What follows belongs to an exercise in optimizing a design on an open flow for small area; a production flow would make more cautious choices.
Only simulation tests tie the RTL to the original design; equivalence was not proved.

==> inputs of v17 <==
==> flow/design.v <==
module e3w_frame;
endmodule
module e3w_classify (
    input      [15:0] magic,
    input      [15:0] modid,
    input             all_eq,
    output     [1:0]  modtype,
    output     [47:0] devname,      
    output     [2:0]  devname_len
);
    wire       men   = (magic == 16'h5346);
    wire       sflag = (modid[15:8] == 8'h53);
    wire       nflag = (modid[15:8] == 8'h7D);
    wire [7:0] nval  = modid[7:0];
    assign modtype = all_eq ? 2'd0 : men ? 2'd1 : 2'd2;
    function [3:0] add3(input [3:0] x);
        case (x)
            4'd5: add3 = 4'd8;
            4'd6: add3 = 4'd9;
            4'd7: add3 = 4'd10;
            4'd8: add3 = 4'd11;
            4'd9: add3 = 4'd12;
            default: add3 = x;
        endcase
    endfunction
    wire [3:0] a1 = add3({1'b0, nval[7:5]});
    wire [3:0] a2 = add3({a1[2:0], nval[4]});
    wire [3:0] a3 = add3({a2[2:0], nval[3]});
    wire [3:0] a4 = add3({a3[2:0], nval[2]});
    wire [3:0] a5 = add3({a4[2:0], nval[1]});
    wire [3:0] b1 = add3({1'b0, a1[3], a2[3], a3[3]});
    wire [3:0] b2 = add3({b1[2:0], a4[3]});
    wire [3:0] d0 = {a5[2:0], nval[0]};
    wire [3:0] d1 = {b2[2:0], a5[3]};
    wire [3:0] d2 = {2'b00, b1[3], b2[3]};
    wire three = (nval >= 8'd100);
    wire two   = !three && (nval >= 8'd10);
    wire one   = !three && !two;
    localparam [7:0] CH_M = "M", CH_S = "S", CH_N = "N";
    wire [7:0] c_h = {4'h3, d2};
    wire [7:0] c_t = {4'h3, d1};
    wire [7:0] c_o = {4'h3, d0};
    wire [7:0] c_n = nflag ? CH_N : 8'h00;
    wire [7:0] dg1 = three ? c_h : two ? c_t : c_o;    
    wire [7:0] dg2 = three ? c_t : two ? c_o : c_n;    
    wire [7:0] dg3 = three ? c_o : two ? c_n : 8'h00;
    wire [7:0] dg4 = three ? c_n : 8'h00;
    wire [7:0] n1 = sflag ? CH_S : dg1;
    wire [7:0] n2 = sflag ? dg1  : dg2;
    wire [7:0] n3 = sflag ? dg2  : dg3;
    wire [7:0] n4 = sflag ? dg3  : dg4;
    assign devname = men ? {8'h00, n4, n3, n2, n1, CH_M} : 48'd0;
    wire       sn = sflag | nflag;
    reg  [2:0] len;
    always @* begin
        case ({three, two, sn})
            3'b100:  len = 3'd4;
            3'b101:  len = 3'd5;
            3'b010:  len = 3'd3;
            3'b011:  len = 3'd4;
            3'b001:  len = 3'd3;
            default: len = 3'd2;
        endcase
    end
    assign devname_len = men ? len : 3'd0;
endmodule
module eeprom3w (
    input             clk,
    input             rst,
    input             start,
    input      [2:0]  cmd,
    input      [3:0]  idx,
    input      [15:0] wdata,
    input             wbuf_we,
    input      [3:0]  wbuf_addr,
    input      [15:0] wbuf_wdata,
    input      [3:0]  rbuf_addr,
    output reg        busy,
    output reg [2:0]  status,
    output reg [15:0] rdata,
    output     [15:0] rbuf_rdata,
    output     [1:0]  modtype,
    output     [31:0] devid,
    output     [31:0] devrev,
    output     [47:0] devname,
    output     [2:0]  devname_len,
    output reg        ev_valid,
    output reg [1:0]  ev_kind,
    output reg [15:0] ev_wdata,
    input             ev_ready,
    input      [15:0] ev_rdata
);
    localparam C_READ = 3'd0, C_ERASE = 3'd1, C_WRITE = 3'd2, C_ETW = 3'd3,
               C_READALL = 3'd4, C_WRITEALL = 3'd5, C_DECODE = 3'd6;
    localparam R_OK = 3'd0, R_TIMEOUT = 3'd1, R_VERIFY = 3'd2,
               R_ERASEFAIL = 3'd3, R_FAILED = 3'd4;
    localparam F_RD   = 3'd0,   
               F_EWEN = 3'd1,   
               F_ER   = 3'd2,   
               F_WWEN = 3'd3,   
               F_WR   = 3'd4,   
               F_POLL = 3'd5,   
               F_WDS  = 3'd6;   
    localparam E_IDLE  = 4'd0,
               E_SEL0  = 4'd1,   
               E_SEL1  = 4'd2,   
               E_SELD  = 4'd3,   
               E_CBLO  = 4'd4,   
               E_CBD0  = 4'd5,   
               E_CBHI  = 4'd6,   
               E_CBD1  = 4'd7,   
               E_CBR   = 4'd8,   
               E_PDLY  = 4'd9,   
               E_DESEL = 4'd10,  
               E_FILL  = 4'd11;  
    localparam [13:0] POLL_LAST = 14'd10006;  
    reg [255:0] wbuf;
    reg [255:0] rbuf;
    reg [63:0]  idw;         
    reg [2:0]  c_cmd;
    reg [3:0]  cur_idx;
    reg [15:0] cur_word;
    reg [2:0]  frame;
    reg        ewr;          
    reg [3:0]  st;
    reg [13:0] cnt;          
    reg        phi;          
    reg        tout;
    reg        mism;
    reg        alleq;
    assign devid  = idw[63:32];
    assign devrev = idw[31:0];
    e3w_classify u_class (
        .magic       (idw[63:48]),
        .modid       (idw[47:32]),
        .all_eq      (alleq),
        .modtype     (modtype),
        .devname     (devname),
        .devname_len (devname_len)
    );
    integer i;
    reg [15:0] rsel;
    always @* begin
        rsel = 16'd0;
        for (i = 0; i < 16; i = i + 1)
            if (rbuf_addr == i) rsel = rbuf[16*i +: 16];
    end
    assign rbuf_rdata = rsel;
    wire [3:0] bpos = ~cnt[3:0];
    wire wb_bit = wbuf[{cur_idx, bpos}];
    wire cw_bit = cur_word[bpos];
    wire w_bit  = (c_cmd == C_WRITEALL) ? wb_bit : cw_bit;
    reg [7:0] opcode;
    always @* begin
        case (frame)
            F_RD:           opcode = {4'h8, cur_idx};
            F_ER:           opcode = {4'hC, cur_idx};
            F_WR:           opcode = {4'h4, cur_idx};
            F_EWEN, F_WWEN: opcode = 8'h30;
            default:        opcode = 8'h00;
        endcase
    end
    reg dbit;
    always @* begin
        if (frame == F_POLL)   dbit = 1'b0;
        else if (!cnt[4])      dbit = cnt[3] ? opcode[~cnt[2:0]] : 1'b1;
        else if (frame == F_WR) dbit = w_bit;
        else                   dbit = 1'b0;
    end
    reg lastbit;
    always @* begin
        case (frame)
            F_RD, F_WR: lastbit = (cnt[4:0] == 5'd31);
            F_EWEN:     lastbit = (cnt[4:0] == 5'd19);
            default:    lastbit = (cnt[4:0] == 5'd15);
        endcase
    end
    always @* begin
        ev_valid = busy;
        ev_kind  = 2'd0;
        ev_wdata = 16'h0000;
        case (st)
            E_SEL1:  ev_wdata[2] = 1'b1;
            E_CBLO:  ev_wdata[2:0] = {2'b10, dbit};
            E_CBHI:  ev_wdata[2:0] = {2'b11, dbit};
            E_SELD, E_CBD0, E_CBD1, E_PDLY: ev_kind = 2'd1;
            E_CBR:   ev_kind = 2'd2;
            E_FILL:  ev_valid = 1'b0;
            default: ;
        endcase
    end
    wire fire = ev_valid && ev_ready;
    wire b    = ev_rdata[0];
    wire sample  = fire && (st == E_CBR);
    wire pay_in  = sample && frame == F_RD && cnt[4];
    wire filling = (st == E_DESEL || st == E_FILL) && alleq && frame == F_RD &&
                   c_cmd == C_DECODE && cur_idx == 4'd8 && cnt[6:0] != 7'd96;
    wire fill_last = cnt[6:0] == 7'd95;
    always @(posedge clk) begin
        if (!busy && wbuf_we)
            for (i = 0; i < 16; i = i + 1)
                if (wbuf_addr == i) wbuf[16*i +: 16] <= wbuf_wdata;
        if (pay_in && c_cmd == C_READ)
            rdata <= {rdata[14:0], b};
        if (pay_in && c_cmd == C_READALL)
            for (i = 0; i < 16; i = i + 1)
                if (cur_idx == i) rbuf[16*i +: 16] <= {rbuf[16*i +: 15], b};
        if ((pay_in && c_cmd == C_DECODE) || filling)
            idw <= {idw[62:0], b | filling};
        if (busy && !rst && pay_in && c_cmd == C_DECODE) begin
            if (cur_idx == 4'd0) alleq <= 1'b1;
            else if (b != idw[15]) alleq <= 1'b0;
        end
    end
    task finish(input [2:0] code);
        begin
            status <= code;
            busy   <= 1'b0;
            st     <= E_IDLE;
        end
    endtask
    task next_frame(input [2:0] f);
        begin
            frame <= f;
            st    <= E_SEL0;
            cnt   <= 14'd7;
            phi   <= 1'b0;
        end
    endtask
    task frame_end;
        begin
            case (frame)
                F_RD: begin
                    if (c_cmd == C_READ) finish(R_OK);
                    else if (c_cmd == C_READALL) begin
                        if (cur_idx == 4'd15) finish(R_OK);
                        else begin cur_idx <= cur_idx + 4'd1; next_frame(F_RD); end
                    end else if (c_cmd == C_DECODE) begin
                        if (cur_idx == 4'd8) begin
                            if (alleq) st <= E_FILL;
                            else finish(R_OK);
                        end else begin
                            cur_idx <= (cur_idx == 4'd2) ? 4'd8 : cur_idx + 4'd1;
                            next_frame(F_RD);
                        end
                    end else begin  
                        if (c_cmd != C_WRITEALL) finish(mism ? R_VERIFY : R_OK);
                        else if (mism) finish(R_FAILED);
                        else if (cur_idx == 4'd15) finish(R_OK);
                        else begin
                            cur_idx <= cur_idx + 4'd1;
                            ewr     <= 1'b0;
                            next_frame(F_EWEN);
                        end
                    end
                end
                F_EWEN: next_frame(F_ER);
                F_ER:   next_frame(F_POLL);
                F_WWEN: next_frame(F_WR);
                F_WR:   next_frame(F_POLL);
                F_POLL: next_frame(F_WDS);
                default: begin  
                    if (!ewr) begin
                        if (c_cmd == C_ERASE) finish(tout ? R_TIMEOUT : R_OK);
                        else if (tout) finish(c_cmd == C_ETW ? R_ERASEFAIL : R_FAILED);
                        else begin ewr <= 1'b1; next_frame(F_WWEN); end
                    end else begin
                        if (tout) finish(c_cmd == C_WRITEALL ? R_FAILED : R_TIMEOUT);
                        else next_frame(F_RD);
                    end
                end
            endcase
        end
    endtask
    always @(posedge clk) begin
        if (rst) begin
            busy <= 1'b0;
            st   <= E_IDLE;
        end else if (!busy) begin
            if (start && cmd != 3'd7) begin
                busy     <= 1'b1;
                c_cmd    <= cmd;
                cur_word <= wdata;
                tout     <= 1'b0;
                mism     <= 1'b0;
                ewr      <= (cmd == C_WRITE);
                cur_idx  <= cmd[2] ? 4'd0 : idx;
                case (cmd)
                    C_ERASE, C_ETW, C_WRITEALL: next_frame(F_EWEN);
                    C_WRITE:                    next_frame(F_WWEN);
                    default:                    next_frame(F_RD);
                endcase
            end
        end else begin
            case (st)
                E_SEL0: if (fire) st <= E_SEL1;
                E_SEL1: if (fire) st <= E_SELD;
                E_SELD: if (fire) st <= E_CBLO;
                E_CBLO: if (fire) st <= E_CBD0;
                E_CBD0: if (fire) st <= E_CBHI;
                E_CBHI: if (fire) st <= E_CBD1;
                E_CBD1: if (fire) st <= E_CBR;
                E_CBR: if (fire) begin
                    if (frame == F_POLL) begin
                        if (!phi) begin
                            if (!b) begin
                                phi <= 1'b1;
                                cnt <= 14'd7;
                                st  <= E_CBLO;
                            end else st <= E_PDLY;
                        end else begin
                            if (b) frame_end;
                            else st <= E_PDLY;
                        end
                    end else begin
                        if (cnt[4] && frame == F_RD && (c_cmd == C_WRITE || c_cmd == C_ETW ||
                             c_cmd == C_WRITEALL) && b != w_bit)
                            mism <= 1'b1;
                        cnt <= cnt + 14'd1;
                        st  <= lastbit ? E_DESEL : E_CBLO;
                    end
                end
                E_PDLY: if (fire) begin
                    cnt <= cnt + 14'd1;
                    st  <= E_CBLO;
                    if (cnt == POLL_LAST) begin
                        tout <= 1'b1;
                        if (!phi) begin
                            phi <= 1'b1;
                            cnt <= 14'd7;
                        end else frame_end;
                    end
                end
                E_DESEL: begin
                    if (filling) cnt <= cnt + 14'd1;
                    if (fire) frame_end;
                end
                E_FILL: begin
                    cnt <= cnt + 14'd1;
                    if (fill_last || !filling) finish(R_OK);
                end
                default: st <= E_IDLE;
            endcase
        end
    end
endmodule
==> flow/run.sh <==
#!/bin/bash
# synth_recipe.tcl (not shown) runs the flow's synth.tcl, then flattens the netlist and writes it again
# the make line also repeats each setting of config.mk as NAME=value (left out here)
make -C /OpenROAD-flow-scripts/flow DESIGN_CONFIG=/design/flow/config.mk WORK_HOME=/design/flow/orfs CLKGATE_MAP_FILE= SYNTH_SCRIPT=/design/flow/synth_recipe.tcl finish
==> flow/config.mk <==
export PLATFORM = sky130hd
export DESIGN_NAME = eeprom3w
export DESIGN_NICKNAME = eeprom3w
export VERILOG_FILES = /design/flow/design.v
export SDC_FILE = /design/flow/constraint.sdc
export NUM_CORES = 4
export LEC_CHECK = 0
export CAP_MARGIN = 20
export CORE_MARGIN = 2
export CORE_UTILIZATION = 40
export SLEW_MARGIN = 20
==> flow/constraint.sdc <==
create_clock -name core_clock -period 10.0 [get_ports {clk}]
set_input_delay 2.0000 -clock core_clock [delete_from_list [all_inputs] [get_ports {clk}]]
set_output_delay 2.0000 -clock core_clock [all_outputs]
set_load 0.01 [all_outputs]
==> v8 (differences from v17) <==
--- a/flow/design.v
+++ b/flow/design.v
@@ -116,5 +116,8 @@
     localparam [13:0] POLL_LAST = 14'd10006;  
     reg [255:0] wbuf;
-    reg [255:0] rbuf;
+    reg [255:0] rbuf;        
+    reg [3:0]   rph;         
+    reg         pend;        
+    reg         pbit;
     reg [63:0]  idw;         
     reg [2:0]  c_cmd;
@@ -141,14 +144,23 @@
     integer i;
     reg [15:0] rsel;
+    wire [3:0]  rslot = rbuf_addr - rph;
+    wire [15:0] rdec = 16'd1 << rslot;
     always @* begin
         rsel = 16'd0;
         for (i = 0; i < 16; i = i + 1)
-            if (rbuf_addr == i) rsel = rbuf[16*i +: 16];
+            rsel = rsel | ({16{rdec[i]}} & rbuf[16*i +: 16]);
     end
     assign rbuf_rdata = rsel;
     wire [3:0] bpos = ~cnt[3:0];
-    wire wb_bit = wbuf[{cur_idx, bpos}];
-    wire cw_bit = cur_word[bpos];
-    wire w_bit  = (c_cmd == C_WRITEALL) ? wb_bit : cw_bit;
+    wire        wall = (c_cmd == C_WRITEALL);
+    wire [15:0] wdec = wall ? (16'd1 << cur_idx) : 16'd0;
+    wire [15:0] bdec = 16'd1 << bpos;
+    reg  [15:0] wsel;
+    always @* begin
+        wsel = wall ? 16'd0 : cur_word;
+        for (i = 0; i < 16; i = i + 1)
+            wsel = wsel | ({16{wdec[i]}} & wbuf[16*i +: 16]);
+    end
+    wire w_bit = |(wsel & bdec);
     reg [7:0] opcode;
     always @* begin
@@ -177,5 +189,5 @@
     end
     always @* begin
-        ev_valid = busy;
+        ev_valid = busy && !pend;
         ev_kind  = 2'd0;
         ev_wdata = 16'h0000;
@@ -196,4 +208,5 @@
     wire filling = (st == E_DESEL || st == E_FILL) && alleq && frame == F_RD &&
                    c_cmd == C_DECODE && cur_idx == 4'd8 && cnt[6:0] != 7'd96;
+    wire ins = pend && (rph == cur_idx);
     wire fill_last = cnt[6:0] == 7'd95;
     always @(posedge clk) begin
@@ -203,7 +216,7 @@
         if (pay_in && c_cmd == C_READ)
             rdata <= {rdata[14:0], b};
+        rbuf <= {ins ? {rbuf[14:0], pbit} : rbuf[15:0], rbuf[255:16]};
         if (pay_in && c_cmd == C_READALL)
-            for (i = 0; i < 16; i = i + 1)
-                if (cur_idx == i) rbuf[16*i +: 16] <= {rbuf[16*i +: 15], b};
+            pbit <= b;
         if ((pay_in && c_cmd == C_DECODE) || filling)
             idw <= {idw[62:0], b | filling};
@@ -275,4 +288,12 @@
     always @(posedge clk) begin
         if (rst) begin
+            rph <= 4'd0;
+            pend <= 1'b0;
+        end else begin
+            rph <= rph + 4'd1;
+            if (pay_in && c_cmd == C_READALL) pend <= 1'b1;
+            else if (ins) pend <= 1'b0;
+        end
+        if (rst) begin
             busy <= 1'b0;
             st   <= E_IDLE;
--- a/flow/config.mk
+++ b/flow/config.mk
@@ -8,4 +8,5 @@
 export CAP_MARGIN = 20
 export CORE_MARGIN = 2
-export CORE_UTILIZATION = 40
+export CORE_UTILIZATION = 60
+export PLACE_DENSITY = 0.7
 export SLEW_MARGIN = 20
==> v9 (differences from v17) <==
--- a/flow/design.v
+++ b/flow/design.v
@@ -117,4 +117,8 @@
     reg [255:0] wbuf;
     reg [255:0] rbuf;
+    reg [3:0]   rph;         
+    reg         rinit;       
+    reg         pend;        
+    reg         pbit;
     reg [63:0]  idw;         
     reg [2:0]  c_cmd;
@@ -126,6 +130,5 @@
     reg [13:0] cnt;          
     reg        phi;          
-    reg        tout;
-    reg        mism;
+    reg        fl;           
     reg        alleq;
     assign devid  = idw[63:32];
@@ -141,14 +144,15 @@
     integer i;
     reg [15:0] rsel;
+    wire [3:0]  rslot = rbuf_addr - rph;
+    wire [15:0] rdec = 16'd1 << rslot;
     always @* begin
         rsel = 16'd0;
         for (i = 0; i < 16; i = i + 1)
-            if (rbuf_addr == i) rsel = rbuf[16*i +: 16];
+            rsel = rsel | ({16{rdec[i]}} & rbuf[16*i +: 16]);
     end
     assign rbuf_rdata = rsel;
     wire [3:0] bpos = ~cnt[3:0];
-    wire wb_bit = wbuf[{cur_idx, bpos}];
-    wire cw_bit = cur_word[bpos];
-    wire w_bit  = (c_cmd == C_WRITEALL) ? wb_bit : cw_bit;
+    wire [15:0] bdec = 16'd1 << bpos;
+    wire w_bit = |(cur_word & bdec);
     reg [7:0] opcode;
     always @* begin
@@ -177,5 +181,5 @@
     end
     always @* begin
-        ev_valid = busy;
+        ev_valid = busy && !pend;
         ev_kind  = 2'd0;
         ev_wdata = 16'h0000;
@@ -196,14 +200,16 @@
     wire filling = (st == E_DESEL || st == E_FILL) && alleq && frame == F_RD &&
                    c_cmd == C_DECODE && cur_idx == 4'd8 && cnt[6:0] != 7'd96;
+    wire [3:0] wslot = wbuf_addr - rph - 4'd1;
+    wire ins = pend && (rph == cur_idx);
     wire fill_last = cnt[6:0] == 7'd95;
     always @(posedge clk) begin
-        if (!busy && wbuf_we)
-            for (i = 0; i < 16; i = i + 1)
-                if (wbuf_addr == i) wbuf[16*i +: 16] <= wbuf_wdata;
+        for (i = 0; i < 16; i = i + 1)
+            wbuf[16*i +: 16] <= (!busy && wbuf_we && wslot == i) ? wbuf_wdata
+                                                                  : wbuf[16*((i+1)%16) +: 16];
         if (pay_in && c_cmd == C_READ)
             rdata <= {rdata[14:0], b};
+        rbuf <= {ins ? {rbuf[14:0], pbit} : rbuf[15:0], rbuf[255:16]};
         if (pay_in && c_cmd == C_READALL)
-            for (i = 0; i < 16; i = i + 1)
-                if (cur_idx == i) rbuf[16*i +: 16] <= {rbuf[16*i +: 15], b};
+            pbit <= b;
         if ((pay_in && c_cmd == C_DECODE) || filling)
             idw <= {idw[62:0], b | filling};
@@ -245,6 +251,6 @@
                         end
                     end else begin  
-                        if (c_cmd != C_WRITEALL) finish(mism ? R_VERIFY : R_OK);
-                        else if (mism) finish(R_FAILED);
+                        if (c_cmd != C_WRITEALL) finish(fl ? R_VERIFY : R_OK);
+                        else if (fl) finish(R_FAILED);
                         else if (cur_idx == 4'd15) finish(R_OK);
                         else begin
@@ -262,9 +268,9 @@
                 default: begin  
                     if (!ewr) begin
-                        if (c_cmd == C_ERASE) finish(tout ? R_TIMEOUT : R_OK);
-                        else if (tout) finish(c_cmd == C_ETW ? R_ERASEFAIL : R_FAILED);
+                        if (c_cmd == C_ERASE) finish(fl ? R_TIMEOUT : R_OK);
+                        else if (fl) finish(c_cmd == C_ETW ? R_ERASEFAIL : R_FAILED);
                         else begin ewr <= 1'b1; next_frame(F_WWEN); end
                     end else begin
-                        if (tout) finish(c_cmd == C_WRITEALL ? R_FAILED : R_TIMEOUT);
+                        if (fl) finish(c_cmd == C_WRITEALL ? R_FAILED : R_TIMEOUT);
                         else next_frame(F_RD);
                     end
@@ -274,4 +280,13 @@
     endtask
     always @(posedge clk) begin
+        if (!rst || rinit) rph <= rph + 4'd1;
+        else               rph <= 4'd0;
+        if (rst) rinit <= 1'b1;
+        if (rst) begin
+            pend <= 1'b0;
+        end else begin
+            if (pay_in && c_cmd == C_READALL) pend <= 1'b1;
+            else if (ins) pend <= 1'b0;
+        end
         if (rst) begin
             busy <= 1'b0;
@@ -282,6 +297,5 @@
                 c_cmd    <= cmd;
                 cur_word <= wdata;
-                tout     <= 1'b0;
-                mism     <= 1'b0;
+                fl       <= 1'b0;
                 ewr      <= (cmd == C_WRITE);
                 cur_idx  <= cmd[2] ? 4'd0 : idx;
@@ -293,4 +307,6 @@
             end
         end else begin
+            if (c_cmd == C_WRITEALL && !ewr && rph == cur_idx)
+                cur_word <= wbuf[15:0];
             case (st)
                 E_SEL0: if (fire) st <= E_SEL1;
@@ -316,5 +332,5 @@
                         if (cnt[4] && frame == F_RD && (c_cmd == C_WRITE || c_cmd == C_ETW ||
                              c_cmd == C_WRITEALL) && b != w_bit)
-                            mism <= 1'b1;
+                            fl <= 1'b1;
                         cnt <= cnt + 14'd1;
                         st  <= lastbit ? E_DESEL : E_CBLO;
@@ -325,5 +341,5 @@
                     st  <= E_CBLO;
                     if (cnt == POLL_LAST) begin
-                        tout <= 1'b1;
+                        fl <= 1'b1;
                         if (!phi) begin
                             phi <= 1'b1;
==> flow/flow/run.sh (new file) <==
#!/bin/bash
# Layout flow: the standard flow (standard.sh) with two changes:
#  - port buffers are sky130_fd_sc_hd__buf_1 (every input and output port
#    still gets its own buffer);
#  - clock tree synthesis uses clkbuf_8 sinks in small clusters and no
#    dummy loads.
# Every tool's output goes to standard.log in the work folder.
set -euo pipefail
export BUFFER_PORTS_ARGS="-buffer_cell sky130_fd_sc_hd__buf_1"
export CTS_ARGS="-sink_clustering_enable -repair_clock_nets -dont_use_dummy_load -buf_list sky130_fd_sc_hd__clkbuf_8 -sink_clustering_size 12 -sink_clustering_max_diameter 60"
bash standard.sh > standard.log 2>&1
==> flow/standard.sh (new file) <==
#!/bin/bash
# synth_recipe.tcl (not shown) runs the flow's synth.tcl, then flattens the netlist and writes it again
# the make line also repeats each setting of config.mk as NAME=value (left out here)
make -C /OpenROAD-flow-scripts/flow DESIGN_CONFIG=/design/flow/config.mk WORK_HOME=/design/flow/orfs CLKGATE_MAP_FILE= SYNTH_SCRIPT=/design/flow/synth_recipe.tcl "${@:-finish}"
--- a/flow/config.mk
+++ b/flow/config.mk
@@ -8,4 +8,5 @@
 export CAP_MARGIN = 20
 export CORE_MARGIN = 2
-export CORE_UTILIZATION = 40
+export CORE_UTILIZATION = 60
+export PLACE_DENSITY = 0.7
 export SLEW_MARGIN = 20
removed: flow/run.sh
==> v14 (differences from v17) <==
--- a/flow/design.v
+++ b/flow/design.v
@@ -116,5 +116,8 @@
     localparam [13:0] POLL_LAST = 14'd10006;  
     reg [255:0] wbuf;
-    reg [255:0] rbuf;
+    reg [255:0] rbuf;        
+    reg [3:0]   rph;         
+    reg         pend;        
+    reg         pbit;
     reg [63:0]  idw;         
     reg [2:0]  c_cmd;
@@ -141,14 +144,23 @@
     integer i;
     reg [15:0] rsel;
+    wire [3:0]  rslot = rbuf_addr - rph;
+    wire [15:0] rdec = 16'd1 << rslot;
     always @* begin
         rsel = 16'd0;
         for (i = 0; i < 16; i = i + 1)
-            if (rbuf_addr == i) rsel = rbuf[16*i +: 16];
+            rsel = rsel | ({16{rdec[i]}} & rbuf[16*i +: 16]);
     end
     assign rbuf_rdata = rsel;
     wire [3:0] bpos = ~cnt[3:0];
-    wire wb_bit = wbuf[{cur_idx, bpos}];
-    wire cw_bit = cur_word[bpos];
-    wire w_bit  = (c_cmd == C_WRITEALL) ? wb_bit : cw_bit;
+    wire        wall = (c_cmd == C_WRITEALL);
+    wire [15:0] wdec = wall ? (16'd1 << cur_idx) : 16'd0;
+    wire [15:0] bdec = 16'd1 << bpos;
+    reg  [15:0] wsel;
+    always @* begin
+        wsel = wall ? 16'd0 : cur_word;
+        for (i = 0; i < 16; i = i + 1)
+            wsel = wsel | ({16{wdec[i]}} & wbuf[16*i +: 16]);
+    end
+    wire w_bit = |(wsel & bdec);
     reg [7:0] opcode;
     always @* begin
@@ -177,5 +189,5 @@
     end
     always @* begin
-        ev_valid = busy;
+        ev_valid = busy && !pend;
         ev_kind  = 2'd0;
         ev_wdata = 16'h0000;
@@ -196,4 +208,5 @@
     wire filling = (st == E_DESEL || st == E_FILL) && alleq && frame == F_RD &&
                    c_cmd == C_DECODE && cur_idx == 4'd8 && cnt[6:0] != 7'd96;
+    wire ins = pend && (rph == cur_idx);
     wire fill_last = cnt[6:0] == 7'd95;
     always @(posedge clk) begin
@@ -203,7 +216,7 @@
         if (pay_in && c_cmd == C_READ)
             rdata <= {rdata[14:0], b};
+        rbuf <= {ins ? {rbuf[14:0], pbit} : rbuf[15:0], rbuf[255:16]};
         if (pay_in && c_cmd == C_READALL)
-            for (i = 0; i < 16; i = i + 1)
-                if (cur_idx == i) rbuf[16*i +: 16] <= {rbuf[16*i +: 15], b};
+            pbit <= b;
         if ((pay_in && c_cmd == C_DECODE) || filling)
             idw <= {idw[62:0], b | filling};
@@ -275,4 +288,12 @@
     always @(posedge clk) begin
         if (rst) begin
+            rph <= 4'd0;
+            pend <= 1'b0;
+        end else begin
+            rph <= rph + 4'd1;
+            if (pay_in && c_cmd == C_READALL) pend <= 1'b1;
+            else if (ins) pend <= 1'b0;
+        end
+        if (rst) begin
             busy <= 1'b0;
             st   <= E_IDLE;
==> flow/flow/run.sh (new file) <==
#!/bin/bash
# Layout flow: the standard flow (standard.sh) with two changes:
#  - port buffers are sky130_fd_sc_hd__buf_1 (every input and output port
#    still gets its own buffer);
#  - clock tree synthesis uses clkbuf_8 sinks in small clusters and no
#    dummy loads.
# Every tool's output goes to standard.log in the work folder.
set -euo pipefail
export BUFFER_PORTS_ARGS="-buffer_cell sky130_fd_sc_hd__buf_1"
export CTS_ARGS="-sink_clustering_enable -repair_clock_nets -dont_use_dummy_load -buf_list sky130_fd_sc_hd__clkbuf_8 -sink_clustering_size 12 -sink_clustering_max_diameter 60"
bash standard.sh > standard.log 2>&1
==> flow/standard.sh (new file) <==
#!/bin/bash
# synth_recipe.tcl (not shown) runs the flow's synth.tcl, then flattens the netlist and writes it again
# the make line also repeats each setting of config.mk as NAME=value (left out here)
make -C /OpenROAD-flow-scripts/flow DESIGN_CONFIG=/design/flow/config.mk WORK_HOME=/design/flow/orfs CLKGATE_MAP_FILE= SYNTH_SCRIPT=/design/flow/synth_recipe.tcl "${@:-finish}"
--- a/flow/config.mk
+++ b/flow/config.mk
@@ -8,4 +8,5 @@
 export CAP_MARGIN = 20
 export CORE_MARGIN = 2
-export CORE_UTILIZATION = 40
+export CORE_UTILIZATION = 60
+export PLACE_DENSITY = 0.7
 export SLEW_MARGIN = 20
removed: flow/run.sh
==> impl_metrics.toml <==
[synthesis]
synth_top_area_cell = "edfxtp_1"
synth-edff-count = 640
yosysMostFrequentCell = "edfxtp_1"
synth_mux_area_frac = 0.0893

[timing]
fin_crit_ns = 7.51
max-slew-margin-rel = 0.258
timing.final.crit_share = 0.751
setup_ws_ns = 2.49

[finish]
buf_share = 0.0681
nNonClkBuffers = 235
nets = 2129
final_area_mm2 = 0.0330

[setup_path]
r2r_start = "cnt[1]"
critPathKind = "in -> out"

[drt]
drt-met1-wl_mm = 31.9

[power]
powerClk_uw = 2470
p_per_area_mw_per_mm2 = 176
seq_power_share = 0.516

[outcome]
status = "no timing/DRC/antenna violations"
# the run above: v17

==> impl_metrics.toml <==
[finish]
nets = 2134
final_area_mm2 = 0.0266

[timing]
timing.final.crit_share = 0.704
max-slew-margin-rel = 0.260

[setup_path]
r2r_start = "cur_idx[0]"
critPathKind = "reg -> out"

[synthesis]
synth_mux_area_frac = 0.0204
synth_top_area_cell = "edfxtp_1"
synth-edff-count = 385

[power]
powerClk_uw = 1410
seq_power_share = 0.634

[drt]
drt-met1-wl_mm = 25.3

[outcome]
status = "no timing/DRC/antenna violations"
# the run above: v14

==> impl_metrics.toml <==
[setup_path]
r2r_start = "cur_idx[0]"
critPathKind = "in -> out"

[drt]
drt-met1-wl_mm = 25.6

[timing]
fin_crit_ns = 7.83

[finish]
final_area_mm2 = 0.0289
nets = 2125
buf_share = 0.0751

[power]
powerClk_uw = 2320
seq_power_share = 0.528

[synthesis]
yosysMostFrequentCell = "edfxtp_1"

[outcome]
status = "no timing/DRC/antenna violations"
# the run above: v8

==> impl_metrics.toml <==
[outcome]
status = "no timing/DRC/antenna violations"

[power]
powerClk_uw = 1340
seq_power_share = 0.629
p_per_area_mw_per_mm2 = 186

[timing]
max-slew-margin-rel = 0.337
fin_crit_ns = 7.51
setup_ws_ns = 2.49

[finish]
nets = 2300
final_area_mm2 = 0.0262

[synthesis]
synth-edff-count = 128
synth_top_area_cell = "dfxtp_1"
yosysMostFrequentCell = "dfxtp_1"
synth_mux_area_frac = 0.158
synth_common_cells = "dfxtp_1 (522), mux2_2 (301), nand2_1 (143)"

[drt]
drt-met1-wl_mm = 25.1

[setup_path]
critPathKind = "in -> out"
r2r_start = "busy"
# the run above: v9

==> port drivers added, routing unchanged <==
Ports are ideal in the flow. The routed layouts listed here were re-timed in OpenROAD.
Step 1: set_driving_cell puts a clkbuf_16 on clk and a buf_2 on each other input, an assumption about the parent block.
Step 2, shift: input delay + t, output delay - t, t = (earliest + latest rising clock arrival at the registers) / 2. This alone moves slack from input paths to output paths.
Slacks: no drivers / after step 1 / after step 2; pairs: no drivers / after step 1.
run | t, ns | setup slack, ns | latest minus earliest clock arrival (ns) | cell pins on the clock port's net
v17 | 0.661 | 2.493 / 2.464 / 2.464 | 0.026 / 0.027 | 1
v8 | 0.638 | 2.169 / 2.144 / 2.144 | 0.026 / 0.026 | 1
v9 | 0.689 | 2.485 / 2.463 / 2.463 | 0.071 / 0.071 | 1
v14 | 0.654 | 2.962 / 2.911 / 3.006 | 0.075 / 0.075 | 1
After both steps every run listed still meets setup and hold. The setup slack of v17, which loses most, moves by -0.029 ns with the drivers and by -0.029 ns with both steps.
